Context: an optimization exercise on an open-source flow, tuned for small area, a short achievable clock period and few clock cycles. The choices shown serve that exercise and are no tape-out recipe.
At most, simulation tests tie the RTL to the original design; equivalence was not proved.

==> flow/design.v <==
module dani_deframer (
    input  wire         clk,
    input  wire         rst,            
    input  wire         cfg_proto,      
    input  wire [3:0]   cfg_ctrl_hi,    
    input  wire [7:0]   cfg_sq_code,    
    input  wire [27:0]  cfg_rsplen,     
    input  wire         in_valid,
    input  wire [7:0]   in_data,
    output wire         in_ready,
    output reg          out_valid,
    input  wire         out_ready,
    output wire [4:0]   out_len,        
    output wire [143:0] out_frame,      
    output wire [15:0]  out_drops       
);
    localparam BUFN = 18;
    reg              proto_q;
    reg [7:0]        sq_q;
    reg [8*BUFN-1:0] bufn_q;    
    wire [8*BUFN-1:0] buf_q = ~bufn_q;
    reg [BUFN-1:0]   occ_q;     
    reg [15:0]       drops_q;   
    reg              drop_q;    
    reg              taken_q;   
    reg [4:0]        skip_q;    
    reg              sof0_q;    
    reg [BUFN-1:4]   omn_q;     
    reg              hd_drop;   
    reg              hd_cand;   
    reg [3:0]        hd_v;      
    reg [BUFN-1:4]   hd_ltn;    
    wire [BUFN-1:4]  hd_lt = ~hd_ltn;
    integer i;
    function [5:0] hdr_dec;     
        input [7:0] x0, x1, x2;
        input [1:0] p;
        reg         start, hdr, plaus;
        reg  [3:0]  n;
        begin
            if (!proto_q) begin
                start = (x0 == 8'hAA);
                hdr   = (p >= 2'd2);
                plaus = (x1[7:4] == cfg_ctrl_hi) && (x1[3:0] != 4'd0) && (x1[3:0] <= 4'd9);
                n     = x1[3:0];
            end else begin
                start = (x0[7:1] == 7'b1111101);
                hdr   = (p == 2'd3);
                plaus = 1'b1;
                n     = 4'd0;
                if (!x0[0]) begin
                    case (x2)
                        8'hF6: n = 4'd3;
                        8'hF3: n = 4'd1;
                        8'h83: n = 4'd2;
                        8'h9B: n = 4'd1;
                        8'h96: n = 4'd8;
                        8'h97: n = 4'd8;
                        default: begin
                            if (x2 != sq_q) plaus = 1'b0;
                        end
                    endcase
                end else begin
                    case (x2)
                        8'hF6: n = cfg_rsplen[3:0];
                        8'hF3: n = cfg_rsplen[7:4];
                        8'h83: n = cfg_rsplen[11:8];
                        8'h9B: n = cfg_rsplen[15:12];
                        8'h96: n = cfg_rsplen[19:16];
                        8'h97: n = cfg_rsplen[23:20];
                        default: n = (x2 == sq_q) ? cfg_rsplen[27:24] : 4'hF;
                    endcase
                    plaus = (n != 4'hF);
                end
            end
            hdr_dec = {((p != 2'd0) && !start) || (start && hdr && !plaus),
                       start && hdr && plaus, n};
        end
    endfunction
    wire [BUFN-1:0] lt_t = {hd_lt, 4'b1111};      
    reg  [BUFN-1:0] at_chk, at_eof;               
    reg  [7:0]      term [0:BUFN];
    reg  [7:0]      chk;
    reg             eof_ok;
    always @(*) begin
        chk    = 8'h00;
        eof_ok = 1'b0;
        for (i = 0; i < BUFN; i = i + 1) begin
            at_eof[i] = lt_t[i] && (i == BUFN - 1 || !lt_t[i+1]);
            at_chk[i] = proto_q ? at_eof[i] : (i < BUFN - 1 && lt_t[i+1] && (i == BUFN - 2 || !lt_t[i+2]));
            if (at_chk[i])
                chk = chk | buf_q[8*i +: 8];
            if (at_eof[i] && buf_q[8*i +: 8] == 8'h55)
                eof_ok = 1'b1;
            term[i] = lt_t[i] ? buf_q[8*i +: 8] : 8'h00;
        end
        term[0] = {1'b1, proto_q, 1'b1, proto_q, 1'b1, 1'b0, 1'b1, !proto_q || buf_q[0]};
        if (!proto_q) begin
            term[1] = 8'h00;
            term[3] = 8'h00;
        end
        term[BUFN] = ~{chk[6:0], 1'b0};
    end
    function [15:0] csa;        
        input [7:0] a, b, c;
        begin
            csa = {((a & b) | (a & c) | (b & c)) << 1, a ^ b ^ c};
        end
    endfunction
    wire [15:0] s1_0 = csa(term[0],  term[1],  term[2]);
    wire [15:0] s1_1 = csa(term[3],  term[4],  term[5]);
    wire [15:0] s1_2 = csa(term[6],  term[7],  term[8]);
    wire [15:0] s1_3 = csa(term[9],  term[10], term[11]);
    wire [15:0] s1_4 = csa(term[12], term[13], term[14]);
    wire [15:0] s1_5 = csa(term[15], term[16], term[17]);
    wire [15:0] s2_0 = csa(s1_0[7:0], s1_0[15:8], s1_1[7:0]);
    wire [15:0] s2_1 = csa(s1_1[15:8], s1_2[7:0], s1_2[15:8]);
    wire [15:0] s2_2 = csa(s1_3[7:0], s1_3[15:8], s1_4[7:0]);
    wire [15:0] s2_3 = csa(s1_4[15:8], s1_5[7:0], s1_5[15:8]);
    wire [15:0] s3_0 = csa(s2_0[7:0], s2_0[15:8], s2_1[7:0]);
    wire [15:0] s3_1 = csa(s2_1[15:8], s2_2[7:0], s2_2[15:8]);
    wire [15:0] s3_2 = csa(s2_3[7:0], s2_3[15:8], term[BUFN]);
    wire [15:0] s4_0 = csa(s3_0[7:0], s3_0[15:8], s3_1[7:0]);
    wire [15:0] s4_1 = csa(s3_1[15:8], s3_2[7:0], s3_2[15:8]);
    wire [15:0] s5_0 = csa(s4_0[7:0], s4_0[15:8], s4_1[7:0]);
    wire [15:0] s6_0 = csa(s5_0[7:0], s5_0[15:8], s4_1[15:8]);
    wire sum_ok = ((s6_0[7:0] ^ s6_0[15:8]) == 8'hFF);
    wire win_ok = sum_ok && (proto_q || (eof_ok && buf_q[31:27] == 5'd0));
    wire       skipping = (skip_q[4:1] != 4'd0);
    wire [4:0] hd_t     = {1'b0, hd_v} + (proto_q ? 5'd4 : 5'd5);    
    wire       complete = occ_q[3] && ((hd_lt & ~occ_q[BUFN-1:4]) == {(BUFN-4){1'b0}});
    wire       check    = !skipping && hd_cand && complete;
    wire       do_emit  = check && win_ok;
    wire       do_drop  = (!skipping && hd_drop) || (check && !win_ok);
    wire       rm_rdy   = skipping && out_valid;
    wire       rm_now   = skipping ? !out_valid : (hd_drop || (hd_cand && complete));
    wire       remove   = rm_now || (rm_rdy && out_ready);
    assign in_ready = !occ_q[BUFN-1];
    wire   accept   = in_valid && !occ_q[BUFN-1];
    wire [1:0] p0 = occ_q[2] ? 2'd3 : occ_q[1] ? 2'd2 : occ_q[0] ? 2'd1 : 2'd0;
    wire [1:0] p1 = occ_q[3] ? 2'd3 : occ_q[2] ? 2'd2 : occ_q[1] ? 2'd1 : 2'd0;
    wire [5:0] dec0 = hdr_dec(buf_q[7:0],  buf_q[15:8],  buf_q[23:16], p0);
    wire [5:0] dec1 = hdr_dec(buf_q[15:8], buf_q[23:16], buf_q[31:24], p1);
    wire [5:0] dec  = (rm_now || rm_rdy) ? dec1 : dec0;
    reg [BUFN-1:4] dec_lt;
    always @(*)
        for (i = 4; i < BUFN; i = i + 1)
            dec_lt[i] = proto_q ? ({1'b0, dec[3:0]} >= i - 3) : ({1'b0, dec[3:0]} >= i - 4);
    reg [BUFN-1:0] ld_in, en;
    always @(*) begin
        for (i = 0; i < BUFN; i = i + 1) begin
            ld_in[i] = (i == BUFN - 1) || !occ_q[(i + 1) % BUFN];
            en[i]    = (rm_now || !occ_q[i]) || (rm_rdy && out_ready);
        end
    end
    assign out_frame[7:0] = {1'b1, proto_q, 1'b1, proto_q, 1'b1, 1'b0, 1'b1, sof0_q};
    genvar g;
    generate
        for (g = 1; g < 4; g = g + 1) begin : g_out_lo
            assign out_frame[8*g +: 8] = buf_q[8*(g-1) +: 8];
        end
        for (g = 4; g < BUFN; g = g + 1) begin : g_out
            assign out_frame[8*g +: 8] = ~(bufn_q[8*(g-1) +: 8] | {8{omn_q[g]}});
        end
    endgenerate
    assign out_len   = skip_q;
    assign out_drops = drops_q;
    always @(posedge clk) begin
        proto_q  <= cfg_proto;
        sq_q     <= cfg_sq_code;
        for (i = 0; i < BUFN; i = i + 1)
            if (en[i])
                bufn_q[8*i +: 8] <= (ld_in[i] || i == BUFN - 1) ? ~in_data : bufn_q[8*(i+1) +: 8];
        hd_v  <= dec[3:0];
        hd_ltn <= ~dec_lt;
        if (!out_valid) omn_q <= hd_ltn;
        if (do_emit) sof0_q <= buf_q[0];
        if (rst) begin
            occ_q     <= {BUFN{1'b0}};
            drops_q   <= 16'd0;
            drop_q    <= 1'b0;
            taken_q   <= 1'b0;
            skip_q    <= 5'd0;
            out_valid <= 1'b0;
            hd_drop   <= 1'b0;
            hd_cand   <= 1'b0;
        end else begin
            if (accept)
                occ_q <= remove ? occ_q : {occ_q[BUFN-2:0], 1'b1};
            else
                occ_q <= remove ? {1'b0, occ_q[BUFN-1:1]} : occ_q;
            hd_drop <= dec[5];
            hd_cand <= dec[4];
            if (skipping) begin
                if (rm_now || out_ready) skip_q <= skip_q - 5'd1;
            end else if (do_emit) begin
                skip_q <= hd_t;
            end
            drop_q <= do_drop;
            if (drop_q) begin
                if (drops_q != 16'hFFFF) drops_q <= drops_q + 16'd1;
            end else if (taken_q) begin
                drops_q <= 16'd0;
            end
            taken_q <= out_valid && out_ready;
            if (do_emit)
                out_valid <= 1'b1;
            else if (out_ready)
                out_valid <= 1'b0;
        end
    end
endmodule
==> flow/config.mk <==
export PLATFORM = sky130hd
export DESIGN_NAME = dani_deframer
export DESIGN_NICKNAME = dani_deframer
export VERILOG_FILES = /design/flow/design.v
export SDC_FILE = /design/flow/constraint.sdc
export NUM_CORES = 4
export LEC_CHECK = 0
export CAP_MARGIN = 20
export CELL_PAD_IN_SITES_DETAIL_PLACEMENT = 2
export CELL_PAD_IN_SITES_GLOBAL_PLACEMENT = 2
export CORE_MARGIN = 2
export CORE_UTILIZATION = 30
export CTS_CLUSTER_DIAMETER = 100
export CTS_CLUSTER_SIZE = 22
export PLACE_DENSITY = 0.5
export SLEW_MARGIN = 50
==> flow/constraint.sdc <==
create_clock -name core_clock -period 28.0 [get_ports {clk}]
set_input_delay 5.6000 -clock core_clock [delete_from_list [all_inputs] [get_ports {clk}]]
set_output_delay 5.6000 -clock core_clock [all_outputs]
set_load 0.01 [all_outputs]
standard.sh (not shown) runs the stock make flow with config.mk's settings and CLKGATE_MAP_FILE= SYNTH_SCRIPT=/design/flow/synth_recipe.tcl, a recipe that flattens the netlist after the stock synthesis.
==> flow/flow/run.sh <==
#!/bin/bash
# Standard layout, except that the port buffers are the small
# sky130_fd_sc_hd__buf_1 instead of the cell buffer_ports picks by itself.
set -euo pipefail
export BUFFER_PORTS_ARGS="-buffer_cell sky130_fd_sc_hd__buf_1"
bash standard.sh > standard.log 2>&1
Edit:
--- a/flow/design.v
+++ b/flow/design.v
@@ -16,7 +16,9 @@
 );
     localparam BUFN = 18;
     reg              proto_q;
+    reg [3:0]        ctrl_q;
     reg [7:0]        sq_q;
+    reg [27:0]       rsplen_q;
     reg [8*BUFN-1:0] bufn_q;    
     wire [8*BUFN-1:0] buf_q = ~bufn_q;
     reg [BUFN-1:0]   occ_q;     
@@ -41,7 +43,7 @@
             if (!proto_q) begin
                 start = (x0 == 8'hAA);
                 hdr   = (p >= 2'd2);
-                plaus = (x1[7:4] == cfg_ctrl_hi) && (x1[3:0] != 4'd0) && (x1[3:0] <= 4'd9);
+                plaus = (x1[7:4] == ctrl_q) && (x1[3:0] != 4'd0) && (x1[3:0] <= 4'd9);
                 n     = x1[3:0];
             end else begin
                 start = (x0[7:1] == 7'b1111101);
@@ -62,13 +64,13 @@
                     endcase
                 end else begin
                     case (x2)
-                        8'hF6: n = cfg_rsplen[3:0];
-                        8'hF3: n = cfg_rsplen[7:4];
-                        8'h83: n = cfg_rsplen[11:8];
-                        8'h9B: n = cfg_rsplen[15:12];
-                        8'h96: n = cfg_rsplen[19:16];
-                        8'h97: n = cfg_rsplen[23:20];
-                        default: n = (x2 == sq_q) ? cfg_rsplen[27:24] : 4'hF;
+                        8'hF6: n = rsplen_q[3:0];
+                        8'hF3: n = rsplen_q[7:4];
+                        8'h83: n = rsplen_q[11:8];
+                        8'h9B: n = rsplen_q[15:12];
+                        8'h96: n = rsplen_q[19:16];
+                        8'h97: n = rsplen_q[23:20];
+                        default: n = (x2 == sq_q) ? rsplen_q[27:24] : 4'hF;
                     endcase
                     plaus = (n != 4'hF);
                 end
@@ -168,6 +170,8 @@
     always @(posedge clk) begin
         proto_q  <= cfg_proto;
         sq_q     <= cfg_sq_code;
+        ctrl_q   <= cfg_ctrl_hi;
+        rsplen_q <= cfg_rsplen;
         for (i = 0; i < BUFN; i = i + 1)
             if (en[i])
                 bufn_q[8*i +: 8] <= (ld_in[i] || i == BUFN - 1) ? ~in_data : bufn_q[8*(i+1) +: 8];
Effect: The new run finished with timing, DRC and antenna clean. Core utilization falls by 0.42 points. Global-route usage falls by 0.30 points. Final area rises by a few percent. Routed wire length rises by a few percent. Clock-buffer cell count rises by 1.
Testbench counts after the change, summed over its fixed seeds: cycles 32,298.
Function not checked in the first run of this note: the RTL went through the layout flow alone.

* * *

== the previous run ==
// dani_deframer: RTL as listed in full above, without the edits since
clock: 28.0 ns
lec_check: 0
cap_margin: 20
cell_pad_in_sites_detail_placement: 2
cell_pad_in_sites_global_placement: 2
core_margin: 2
core_utilization: 30
place_density: 0.5
slew_margin: 20
Scripts as last shown in full above: flow/flow/run.sh
Modified inputs, the current run compared to the previous run
-- flow/design.v --
<<< the previous run, line 20
    reg [8*BUFN-1:0] bufn_q;    
    wire [8*BUFN-1:0] buf_q = ~bufn_q;
    reg [BUFN-1:0]   occ_q;     
    reg [15:0]       drops_q;   
    reg              drop_q;    
    reg              taken_q;   
    reg [4:0]        skip_q;    
    reg              sof0_q;    
>>> the current run, line 20
    reg [8*BUFN-1:0] bufn_q;    
    wire [8*BUFN-1:0] buf_q = ~bufn_q;
    reg [4:0]        cnt_q;     
    reg              in_rdy_q;  
    reg [15:0]       drops_q;   
    reg              drop_q;    
    reg [4:0]        skip_q;    
    reg              sof0_q;    
<<< the previous run, line 129
    wire       skipping = (skip_q[4:1] != 4'd0);
    wire [4:0] hd_t     = {1'b0, hd_v} + (proto_q ? 5'd4 : 5'd5);    
    wire       complete = occ_q[3] && ((hd_lt & ~occ_q[BUFN-1:4]) == {(BUFN-4){1'b0}});
    wire       check    = !skipping && hd_cand && complete;
    wire       do_emit  = check && win_ok;
>>> the current run, line 129
    wire       skipping = (skip_q[4:1] != 4'd0);
    wire [4:0] hd_t     = {1'b0, hd_v} + (proto_q ? 5'd4 : 5'd5);    
    wire       complete = (cnt_q >= hd_t);
    wire       check    = !skipping && hd_cand && complete;
    wire       do_emit  = check && win_ok;
<<< the previous run, line 136
    wire       rm_now   = skipping ? !out_valid : (hd_drop || (hd_cand && complete));
    wire       remove   = rm_now || (rm_rdy && out_ready);
    assign in_ready = !occ_q[BUFN-1];
    wire   accept   = in_valid && !occ_q[BUFN-1];
    wire [1:0] p0 = occ_q[2] ? 2'd3 : occ_q[1] ? 2'd2 : occ_q[0] ? 2'd1 : 2'd0;
    wire [1:0] p1 = occ_q[3] ? 2'd3 : occ_q[2] ? 2'd2 : occ_q[1] ? 2'd1 : 2'd0;
    wire [5:0] dec0 = hdr_dec(buf_q[7:0],  buf_q[15:8],  buf_q[23:16], p0);
    wire [5:0] dec1 = hdr_dec(buf_q[15:8], buf_q[23:16], buf_q[31:24], p1);
    wire [5:0] dec  = (rm_now || rm_rdy) ? dec1 : dec0;
    reg [BUFN-1:4] dec_lt;
    always @(*)
>>> the current run, line 136
    wire       rm_now   = skipping ? !out_valid : (hd_drop || (hd_cand && complete));
    wire       remove   = rm_now || (rm_rdy && out_ready);
    assign in_ready = in_rdy_q;
    wire   accept   = in_valid && in_rdy_q;
    wire [1:0] p0 = (cnt_q > 5'd2) ? 2'd3 : cnt_q[1:0];
    wire [1:0] p1 = (cnt_q > 5'd3) ? 2'd3 : (cnt_q == 5'd0) ? 2'd0 : cnt_q[1:0] - 2'd1;
    wire [5:0] dec0 = hdr_dec(buf_q[7:0],  buf_q[15:8],  buf_q[23:16], p0);
    wire [5:0] dec1 = hdr_dec(buf_q[15:8], buf_q[23:16], buf_q[31:24], p1);
    wire [5:0] dec  = remove ? dec1 : dec0;
    reg [BUFN-1:4] dec_lt;
    always @(*)
<<< the previous run, line 150
    always @(*) begin
        for (i = 0; i < BUFN; i = i + 1) begin
            ld_in[i] = (i == BUFN - 1) || !occ_q[(i + 1) % BUFN];
            en[i]    = (rm_now || !occ_q[i]) || (rm_rdy && out_ready);
        end
    end
>>> the current run, line 150
    always @(*) begin
        for (i = 0; i < BUFN; i = i + 1) begin
            ld_in[i] = (i + 1 >= cnt_q);
            en[i]    = (rm_now || (i >= cnt_q)) || (rm_rdy && out_ready);
        end
    end
<<< the previous run, line 177
        if (do_emit) sof0_q <= buf_q[0];
        if (rst) begin
            occ_q     <= {BUFN{1'b0}};
            drops_q   <= 16'd0;
            drop_q    <= 1'b0;
            taken_q   <= 1'b0;
            skip_q    <= 5'd0;
            out_valid <= 1'b0;
>>> the current run, line 177
        if (do_emit) sof0_q <= buf_q[0];
        if (rst) begin
            cnt_q     <= 5'd0;
            in_rdy_q  <= 1'b1;
            drops_q   <= 16'd0;
            drop_q    <= 1'b0;
            skip_q    <= 5'd0;
            out_valid <= 1'b0;
<<< the previous run, line 186
            hd_cand   <= 1'b0;
        end else begin
            if (accept)
                occ_q <= remove ? occ_q : {occ_q[BUFN-2:0], 1'b1};
            else
                occ_q <= remove ? {1'b0, occ_q[BUFN-1:1]} : occ_q;
            hd_drop <= dec[5];
            hd_cand <= dec[4];
            if (skipping) begin
                if (rm_now || out_ready) skip_q <= skip_q - 5'd1;
            end else if (do_emit) begin
                skip_q <= hd_t;
>>> the current run, line 186
            hd_cand   <= 1'b0;
        end else begin
            case ({remove, accept})
                2'b10:   cnt_q <= cnt_q - 5'd1;
                2'b01:   cnt_q <= cnt_q + 5'd1;
                default: cnt_q <= cnt_q;
            endcase
            in_rdy_q <= !(((cnt_q == BUFN[4:0]) || (cnt_q == BUFN[4:0] - 5'd1 && accept)) && !remove);
            hd_drop <= dec[5];
            hd_cand <= dec[4];
            if (skipping) begin
                if (remove) skip_q <= skip_q - 5'd1;
            end else if (do_emit) begin
                skip_q <= hd_t;
<<< the previous run, line 200
            if (drop_q) begin
                if (drops_q != 16'hFFFF) drops_q <= drops_q + 16'd1;
            end else if (taken_q) begin
                drops_q <= 16'd0;
            end
            taken_q <= out_valid && out_ready;
            if (do_emit)
                out_valid <= 1'b1;
>>> the current run, line 202
            if (drop_q) begin
                if (drops_q != 16'hFFFF) drops_q <= drops_q + 16'd1;
            end else if (out_valid && out_ready) begin
                drops_q <= 16'd0;
            end
            if (do_emit)
                out_valid <= 1'b1;
Findings:
Looking only at post-synthesis area per instance, and setting everything else aside, the higher value of the previous run and the current run goes to the previous run. Comparing the previous run and the current run, the higher multi-input logic portion of the cell area was measured on the current run. STATUS die area: the current run wins against the previous run. Simple logic cell fraction of the synthesized area, the previous run and the current run, lower one = the previous run. In the current run, the global-route met2 utilization came out 0.59 points below the value in the previous run. From the previous run to the current run the numbers moved as follows: number of stages on the worst setup path now larger, synthesized area now smaller, highest clock rate now smaller, number of non-clock buffers now smaller. Register area share after synthesis, the previous run and the current run: lower on the current run. The current run: post-route cell area lower than the previous run.
Function was not checked in any run of this note: the RTL went through the layout flow alone.

[static timing again, ports no longer ideal]
In the flow no input, the clock included, has a driving cell. The finished layouts below were timed again as built, in two steps. Step 1 (the two cells are an assumption about what drives the block):
set clk [get_ports {clk}]
set_driving_cell -lib_cell sky130_fd_sc_hd__clkbuf_16 $clk
set_driving_cell -lib_cell sky130_fd_sc_hd__buf_2 [delete_from_list [all_inputs] $clk]
Step 2 adds t to the input delays and takes it off the output delays; t is the mean of the earliest and latest rising clock arrival at the registers after step 1. Input paths then give back, and output paths get back, about the clock's delay inside the block. Three values: no drivers, after step 1, after step 2; two values: the first two.
run	t, ns	setup WS [ns]	hold WS [ns]
the first run of note 1	0.583	20.331 / 20.362 / 19.779	0.507 / 0.507 / 0.507
the second run of note 1	0.600	20.566 / 20.502 / 20.461	0.518 / 0.518 / 0.518
the previous run	0.647	20.043 / 20.081 / 19.434	0.496 / 0.496 / 0.496
the current run	0.641	19.869 / 19.893 / 19.251	0.519 / 0.519 / 0.519
After both steps every run listed still meets setup and hold. For the current run, which loses most, drivers alone change the setup slack by +0.024 ns; drivers and shift together by -0.618 ns.
